What follows belongs to an exercise in optimizing a design on an open flow for small area, a short achievable clock period and few clock cycles per item; a production flow would make more cautious choices. Function was checked by simulation only, so behaviour that the tests miss may differ from the original.

## run.sh

```bash
#!/bin/bash
# synth_recipe.tcl (not shown) runs the flow's synth.tcl, then flattens the netlist and writes it again
# the make line also repeats each setting of config.mk as NAME=value (left out here)
make -C /OpenROAD-flow-scripts/flow DESIGN_CONFIG=/design/flow/config.mk WORK_HOME=/design/flow/orfs CLKGATE_MAP_FILE= SYNTH_SCRIPT=/design/flow/synth_recipe.tcl finish
```

## config.mk

```make
export PLATFORM = sky130hd
export DESIGN_NAME = hme_refine
export DESIGN_NICKNAME = hme_refine
export VERILOG_FILES = /design/flow/design.v
export SDC_FILE = /design/flow/constraint.sdc
export NUM_CORES = 4
export LEC_CHECK = 0
export CAP_MARGIN = 20
export CORE_MARGIN = 2
export CORE_UTILIZATION = 25
export PLACE_DENSITY = 0.5
export SLEW_MARGIN = 20
```

## design.v

```verilog
module hme_refine (
    input  wire         clk,
    input  wire         rst,
    input  wire         start,
    input  wire         level,           
    input  wire [4:0]   grid_rows_m1,    
    input  wire [4:0]   grid_cols_m1,    
    output reg          busy,
    output reg          done,
    output wire         seed_req,
    output wire [4:0]   seed_mb_row,
    output wire [4:0]   seed_mb_col,
    input  wire [6:0]   seed_dy,
    input  wire [6:0]   seed_dx,
    output wire         ref_req,
    output wire [10:0]  ref_y,
    output wire [10:0]  ref_x,
    input  wire [127:0] ref_row,
    output wire         tgt_req,
    output wire [10:0]  tgt_y,
    output wire [10:0]  tgt_x,
    input  wire [127:0] tgt_row,
    output reg          res_valid,
    output reg  [4:0]   res_mb_row,
    output reg  [4:0]   res_mb_col,
    output reg  [7:0]   res_dy,
    output reg  [7:0]   res_dx,
    output reg  [19:0]  res_cost
);
    localparam S_IDLE  = 3'd0;
    localparam S_SREQ  = 3'd1;    
    localparam S_SWAIT = 3'd2;    
    localparam S_RUN   = 3'd3;    
    localparam S_NEXT  = 3'd4;    
    localparam S_DRAIN = 3'd5;
    reg [2:0] state;
    reg       lvl1;
    reg [4:0] gr_m1, gc_m1;
    reg [4:0] mb_r, mb_c;
    wire last_mb_c = (mb_c == gc_m1);
    wire last_mb_r = (mb_r == gr_m1);
    wire last_mb   = last_mb_c & last_mb_r;
    wire [10:0] ty = lvl1 ? {1'b0, mb_r, 5'd0} : {mb_r, 6'd0};
    wire [10:0] tx = lvl1 ? {1'b0, mb_c, 5'd0} : {mb_c, 6'd0};
    reg [3:0]  cand;
    reg [9:0]  exists;           
    reg [10:0] oy, ox;           
    reg [7:0]  vy, vx;           
    reg [7:0]  uy, ux;           
    reg [5:0] row;
    reg [1:0] seg;
    wire [5:0] row_max = lvl1 ? 6'd31 : 6'd63;
    wire [1:0] seg_max = lvl1 ? 2'd1 : 2'd3;
    wire last_seg  = (seg == seg_max);
    wire last_beat = last_seg & (row == row_max);
    reg [3:0] next_cand;
    reg       has_next;
    integer   n;
    always @(*) begin
        next_cand = 4'd0;
        has_next  = 1'b0;
        for (n = 9; n >= 1; n = n - 1) begin
            if (exists[n] && n > cand) begin
                next_cand = n[3:0];
                has_next  = 1'b1;
            end
        end
    end
    function [1:0] nb_a;    
        input [3:0] k;
        nb_a = (k <= 4'd3) ? 2'd0 : (k <= 4'd6) ? 2'd1 : 2'd2;
    endfunction
    function [1:0] nb_b;    
        input [3:0] k;
        nb_b = (k == 4'd1 || k == 4'd4 || k == 4'd7) ? 2'd0 :
               (k == 4'd2 || k == 4'd5 || k == 4'd8) ? 2'd1 : 2'd2;
    endfunction
    wire [1:0] na = nb_a(next_cand);
    wire [1:0] nb = nb_b(next_cand);
    wire [10:0] s_size = lvl1 ? 11'd32 : 11'd64;
    wire [7:0]  s_vec  = lvl1 ? 8'd32 : 8'd64;
    wire [7:0] sy2 = {seed_dy, 1'b0};
    wire [7:0] sx2 = {seed_dx, 1'b0};
    wire issue = (state == S_RUN);
    assign seed_req    = (state == S_SREQ);
    assign seed_mb_row = mb_r;
    assign seed_mb_col = mb_c;
    assign ref_req = issue;
    assign ref_y   = oy + {5'd0, row};
    assign ref_x   = ox + {5'd0, seg, 4'd0};
    assign tgt_req = issue;
    assign tgt_y   = ty + {5'd0, row};
    assign tgt_x   = tx + {5'd0, seg, 4'd0};
    reg        d_valid;
    reg        d_first;
    reg        d_last;
    reg        d_seed;
    reg        d_mb_end;
    reg        d_all_end;
    reg [7:0]  d_vy, d_vx;
    reg [4:0]  d_mb_r, d_mb_c;
    reg [11:0] seg_sad;
    integer k;
    always @(*) begin
        seg_sad = 12'd0;
        for (k = 0; k < 16; k = k + 1) begin
            if (ref_row[8*k +: 8] > tgt_row[8*k +: 8])
                seg_sad = seg_sad + {4'd0, ref_row[8*k +: 8] - tgt_row[8*k +: 8]};
            else
                seg_sad = seg_sad + {4'd0, tgt_row[8*k +: 8] - ref_row[8*k +: 8]};
        end
    end
    reg  [19:0] acc;
    wire [19:0] cand_cost = (d_first ? 20'd0 : acc) + {8'd0, seg_sad};
    reg  [19:0] cu;              
    reg         bn_valid;
    reg  [19:0] bn_cost;
    reg  [7:0]  bn_dy, bn_dx;
    wire better = !bn_valid || (cand_cost < bn_cost);
    wire [19:0] fin_cost = better ? cand_cost : bn_cost;
    wire [7:0]  fin_dy   = better ? d_vy : bn_dy;
    wire [7:0]  fin_dx   = better ? d_vx : bn_dx;
    always @(posedge clk) begin
        if (rst) begin
            state     <= S_IDLE;
            busy      <= 1'b0;
            done      <= 1'b0;
            d_valid   <= 1'b0;
            res_valid <= 1'b0;
            bn_valid  <= 1'b0;
        end else begin
            done      <= 1'b0;
            res_valid <= 1'b0;
            case (state)
                S_IDLE: begin
                    if (start) begin
                        lvl1  <= level;
                        gr_m1 <= grid_rows_m1;
                        gc_m1 <= grid_cols_m1;
                        mb_r  <= 5'd0;
                        mb_c  <= 5'd0;
                        busy  <= 1'b1;
                        state <= S_SREQ;
                    end
                end
                S_SREQ: begin
                    state <= S_SWAIT;
                end
                S_SWAIT: begin
                    uy     <= sy2;
                    ux     <= sx2;
                    vy     <= sy2;
                    vx     <= sx2;
                    oy     <= ty - {{3{sy2[7]}}, sy2};
                    ox     <= tx - {{3{sx2[7]}}, sx2};
                    cand   <= 4'd0;
                    exists <= {
                        (mb_r != gr_m1) & (mb_c != gc_m1),    
                        (mb_r != gr_m1),                      
                        (mb_r != gr_m1) & (mb_c != 5'd0),     
                        (mb_c != gc_m1),                      
                        1'b1,                                 
                        (mb_c != 5'd0),                       
                        (mb_r != 5'd0) & (mb_c != gc_m1),     
                        (mb_r != 5'd0),                       
                        (mb_r != 5'd0) & (mb_c != 5'd0),      
                        1'b1                                  
                    };
                    row    <= 6'd0;
                    seg    <= 2'd0;
                    state  <= S_RUN;
                end
                S_RUN: begin
                    seg <= last_seg ? 2'd0 : seg + 2'd1;
                    if (last_seg) row <= row + 6'd1;
                    if (last_beat) begin
                        row <= 6'd0;
                        if (has_next) begin
                            state <= S_NEXT;
                        end else if (last_mb) begin
                            state <= S_DRAIN;
                        end else begin
                            if (last_mb_c) begin
                                mb_c <= 5'd0;
                                mb_r <= mb_r + 5'd1;
                            end else begin
                                mb_c <= mb_c + 5'd1;
                            end
                            state <= S_SREQ;
                        end
                    end
                end
                S_NEXT: begin
                    cand <= next_cand;
                    oy <= (na == 2'd0) ? ty - s_size : (na == 2'd1) ? ty : ty + s_size;
                    ox <= (nb == 2'd0) ? tx - s_size : (nb == 2'd1) ? tx : tx + s_size;
                    vy <= (na == 2'd0) ? s_vec : (na == 2'd1) ? 8'd0 : 8'd0 - s_vec;
                    vx <= (nb == 2'd0) ? s_vec : (nb == 2'd1) ? 8'd0 : 8'd0 - s_vec;
                    state <= S_RUN;
                end
                S_DRAIN: begin
                end
                default: state <= S_IDLE;
            endcase
            d_valid   <= issue;
            d_first   <= (row == 6'd0) & (seg == 2'd0);
            d_last    <= last_beat;
            d_seed    <= (cand == 4'd0);
            d_mb_end  <= last_beat & ~has_next;
            d_all_end <= last_beat & ~has_next & last_mb;
            d_vy      <= vy;
            d_vx      <= vx;
            d_mb_r    <= mb_r;
            d_mb_c    <= mb_c;
            if (d_valid) begin
                acc <= cand_cost;
                if (d_last) begin
                    if (d_seed) begin
                        cu <= cand_cost;
                    end else if (d_mb_end) begin
                        res_valid  <= 1'b1;
                        res_mb_row <= d_mb_r;
                        res_mb_col <= d_mb_c;
                        if (fin_cost < cu) begin
                            res_cost <= fin_cost;
                            res_dy   <= fin_dy;
                            res_dx   <= fin_dx;
                        end else begin
                            res_cost <= cu;
                            res_dy   <= uy;
                            res_dx   <= ux;
                        end
                        bn_valid <= 1'b0;
                        if (d_all_end) begin
                            done  <= 1'b1;
                            busy  <= 1'b0;
                            state <= S_IDLE;
                        end
                    end else if (better) begin
                        bn_valid <= 1'b1;
                        bn_cost  <= cand_cost;
                        bn_dy    <= d_vy;
                        bn_dx    <= d_vx;
                    end
                end
            end
        end
    end
endmodule
```

## constraint.sdc

```tcl
create_clock -name core_clock -period 24.0 [get_ports {clk}]
set_input_delay 4.8000 -clock core_clock [delete_from_list [all_inputs] [get_ports {clk}]]
set_output_delay 4.8000 -clock core_clock [all_outputs]
set_load 0.01 [all_outputs]
```

==> run summary <==
==> routing by layer <==
layer / vias up / share of wire [%] / global-route usage [%]
li1: 11488 / - / -
met4: 18 / 1.9 / 2.51
met2: 359 / 49 / 24.0
met1: 10326 / 45 / 17.1
met5: - / 0.13 / 0
met3: 90 / 3.9 / 1.99
==> repair_timing <==
item,CTS,global route
setup endpoints to repair,0,36
hold buffers,0,0
gates resized for setup,0,13
==> area by class of cell <==
type | count | area (sq um)
diodes | 2 | 5.00
repair buffers | 416 | 4100
fillers | 11657 | 76200
clock inverters | 20 | 240
inverters | 448 | 1680
multi-input cells | 2293 | 18800
well taps | 1488 | 1860
flip-flops and latches | 246 | 7310
clock buffers | 33 | 741
==> layout by cell type, fill, tap and decap left out, types with 11 or more instances in the layout <==
master           instances
and4_1                  11
fa_1                    50
nor3_1                  32
clkbuf_16               29
a221oi_1                29
nand2b_1                37
o22ai_1                 15
o21bai_1                56
nand2_1                102
nor2_1                 186
buf_4                   30
a21o_1                 157
nand4_1                 33
mux2i_1                 55
a21oi_1                222
and2_1                  20
a211oi_1                50
clkdlybuf4s50_1        384
ha_1                   444
xnor2_1                196
nor2b_1                 81
a31oi_1                 12
xor2_1                  89
a221o_1                 18
o21ai_0                110
inv_1                  447
edfxtp_1               238
mux2_2                  82
nand3_1                 22
o21a_1                  37
==> worst register-to-register path: cells and delay by family (launching register included) <==
family          cells  cell delay [ns]
flops               1             0.92
fa+ha+maj           3             0.94
simple gates       12             1.63
buf+inv             2             0.30
mux                 1             0.30
compound gates     19             3.96
xor+xnor            1             0.23
==> kinds of logic (layout without fill, tap and decap cells) <==
group / Yosys count / after routing / share of synthesized area, %
buf+inv: 525 / 917 / 7.23
simple gates: 573 / 573 / 10.2
other cells: 1 / 7 / 0.0134
fa+ha+maj: 496 / 496 / 23.4
flops: 246 / 246 / 26.0
mux: 137 / 137 / 5.25
xor+xnor: 292 / 292 / 9.26
compound gates: 790 / 790 / 18.6
==> sequential cells by signal, indices dropped and copies added, names as in the netlist, 6 cells and up <==
signal / flops
acc: 20
bn_cost: 20
bn_dx: 8
bn_dy: 8
cu: 20
d_vx: 7
d_vy: 7
exists: 8
ox: 9
oy: 9
res_cost: 20
res_dx: 8
res_dy: 8
row: 6
ux: 7
uy: 7
vx: 7
vy: 7
==> through the flow <==
stage	cell area, sq um	util (%)	hold slack, ns	cells	TNS [ns]
2_1_floorplan	28100	-	0.400	3064	0
3_3_place_gp	33700	30.4	0.401	4891	0
3_5_place_dp	33700	30.4	0.405	4891	0
4_1_cts	34700	31.3	0.415	4944	0
5_1_grt	34800	31.3	0.420	4944	-0.149
6_report	34800	31.3	0.416	4946	0
==> how the worst max path moves through the flow <==
stage               start      endpoint  slack [ns]  cells past startpoint
2_1_floorplan  ref_row[8]  res_cost[10]        2.42                     67
3_3_place_gp   ref_row[8]     res_dx[5]        0.64                     87
3_5_place_dp   ref_row[8]     res_dy[1]        0.59                     88
4_1_cts        ref_row[8]     res_dx[3]        1.11                     88
5_1_grt        ref_row[8]     res_dx[3]       -0.03                     93
6_report       ref_row[8]     res_dx[3]        1.70                     91
==> results list <==
- The synthesized design contains 238 enable-type register cells.
* CTS tree: done
- In this design, the stage delay of the slowest critical-path cell is 0.43 ns.
* Synth cell types: 76
- Grt total ovfl: 0
- Final number of setup-violating endpoints: 0
- During I/O placement, the number of pins put on the boundary was 390.
- Critical-path top delay cell: clkdlybuf4s50_1
- Nets@finish: 4212
* Maximum buffer depth of the clock tree: 3
* Die Span X: 339 um
* Most Frequent Cell on Critical Path: ha_1
* Violation count after the first detailed-routing iteration: 910
- Chip Height: 339 um
- Crit start category: input port
- The count of endpoints failing hold in the final timing report was 0.
* Antenna-violating nets left: 0
- Placement row count: 122
- Final max-slew violation count: 0
- Antenna violations before repair: 13
- The worst path in the final design needs a cycle of 22.30 ns, including I/O delays and setup.
- Initial Util: 25.3%
* Primary FF master, synth: edfxtp_1
- Biggest area consumer among synthesized cells: edfxtp_1
* Input/output buffers: 384
* Critical Path AT: 22.62 ns
* Clock transition at path regs: 0.06 ns
- For this run, asynchronously set or reset flops after synthesis account for 0%.
- Most numerous cell types in the synthesized netlist: inv_1, ha_1, edfxtp_1, a21oi_1, xnor2_1
- The congestion estimate from routability-driven global placement came to 0.806.
- The die covers 0.115 sq mm.
* Post-CTS setup repair buffer count: 0
* Kind of path behind the tightest hold check: reg -> reg
- CP Max Fanout: 23
* Count of vias placed by the detailed router: 22.3k
* Most frequent cell after synthesis: inv_1
- All-layer global routing usage: 13.4%
* Maximum number of pins on one net before global-route repair: 37
* Worst Hold Path EP: d_vx[3]
* Instance count along the most critical hold path: 0
- Worst-case setup slack after placement: 0.586 ns
- Syn_area_per_cell: 9.18 sq um
- Kind of end point of the critical path: register
- The tool flagged a number of max-cap violations equal to 0.
- Layout cell share with drive strength beyond 1: 5.56%
- Startpoint of the worst-slack reg-to-reg timing path: d_first
- Minimum setup slack among reg-to-reg paths: 15.47 ns
- TritonCTS sink count: 246
- STA puts the critical path data required time at 24.32 ns.
- Headroom to the max-slew limit came out at 27.7%.
- Buffers and inverters on the worst path: 6
* Post-synthesis sequential element count: 246
- HPWL after DPL: 66600 um
- Post-synthesis instance area: 0.0281 sq mm
- Cell count after synthesis: 3060
- Area contributors post-synth: edfxtp_1, ha_1, xnor2_1
* Worst Tran Pin Value: 1.08 ns
- Top cell family by delay on the critical path: adder cells
- Via count of the first global-routing pass: 22.6k
- Of the available clock period, the critical path in the final layout requires 92.9%.
- Post-Route WL: 79700 um
- Using the TritonRoute via totals, the vias-per-cell ratio works out to 4.50.
* Startpoint-to-endpoint class of the critical path: in -> reg
- In this run the number of H-tree levels came out at 1.
* Total CTS buffers: 29
- In the routed design, unresolved DRC markers number 0.
* Startpoint of the worst hold path: vx[3]
- Fmax: 44.8 MHz
* Total core area: 0.111 sq mm
- The worst register-to-register path has a depth of 38.
- After synthesis, the largest area contributor takes up 25.5% of total cell area.
- Of the synthesized area, sequential elements account for 26.0%.
* Area growth from synthesis to layout: 23.8%
* Root buffer selected by CTS: clkbuf_16
- In the final routed layout, each cell accounts on average for 16.1 um.
- The run finished with no timing, DRC or antenna violations.
- For this run, the number of Yosys warnings is 1.
* Wire length of the first global-routing pass: 124000 um
- Worst r2r dst: res_dx[3]
- Setup slack closes at 1.70 ns.
* Count of TritonRoute iterations in the first routing pass: 5
- Worst-Skew Late Latency: 0.57 ns
- Between clock sinks in the finished design, the worst skew comes to 0.0130 ns.
Testbench counts, summed over its fixed seeds: cycles 344,833, mbs 337.

==> separate check: timing with driven ports <==
How much do the figures lean on ideal ports? The routed layout below was timed once more, with nothing changed but the port constraints.
Step 1 (the two cells are an assumption about what drives the block):
set clk [get_ports {clk}]
set_driving_cell -lib_cell sky130_fd_sc_hd__clkbuf_16 $clk
set_driving_cell -lib_cell sky130_fd_sc_hd__buf_2 [delete_from_list [all_inputs] $clk]
Step 2, shift: input delay + t, output delay - t, t = (earliest + latest rising clock arrival at the registers) / 2. This alone moves slack from input paths to output paths.
Slacks: no drivers / after step 1 / after step 2; pairs: no drivers / after step 1.
shift t [ns]: 0.623
setup slack, ns: 1.703 / 1.734 / 1.111
clock arrival spread, ns: 0.013 / 0.013
pins driven straight from the clock port: 1
After both steps this run still meets setup and hold. The setup slack of this run moves by +0.031 ns with the drivers and by -0.592 ns with both steps.
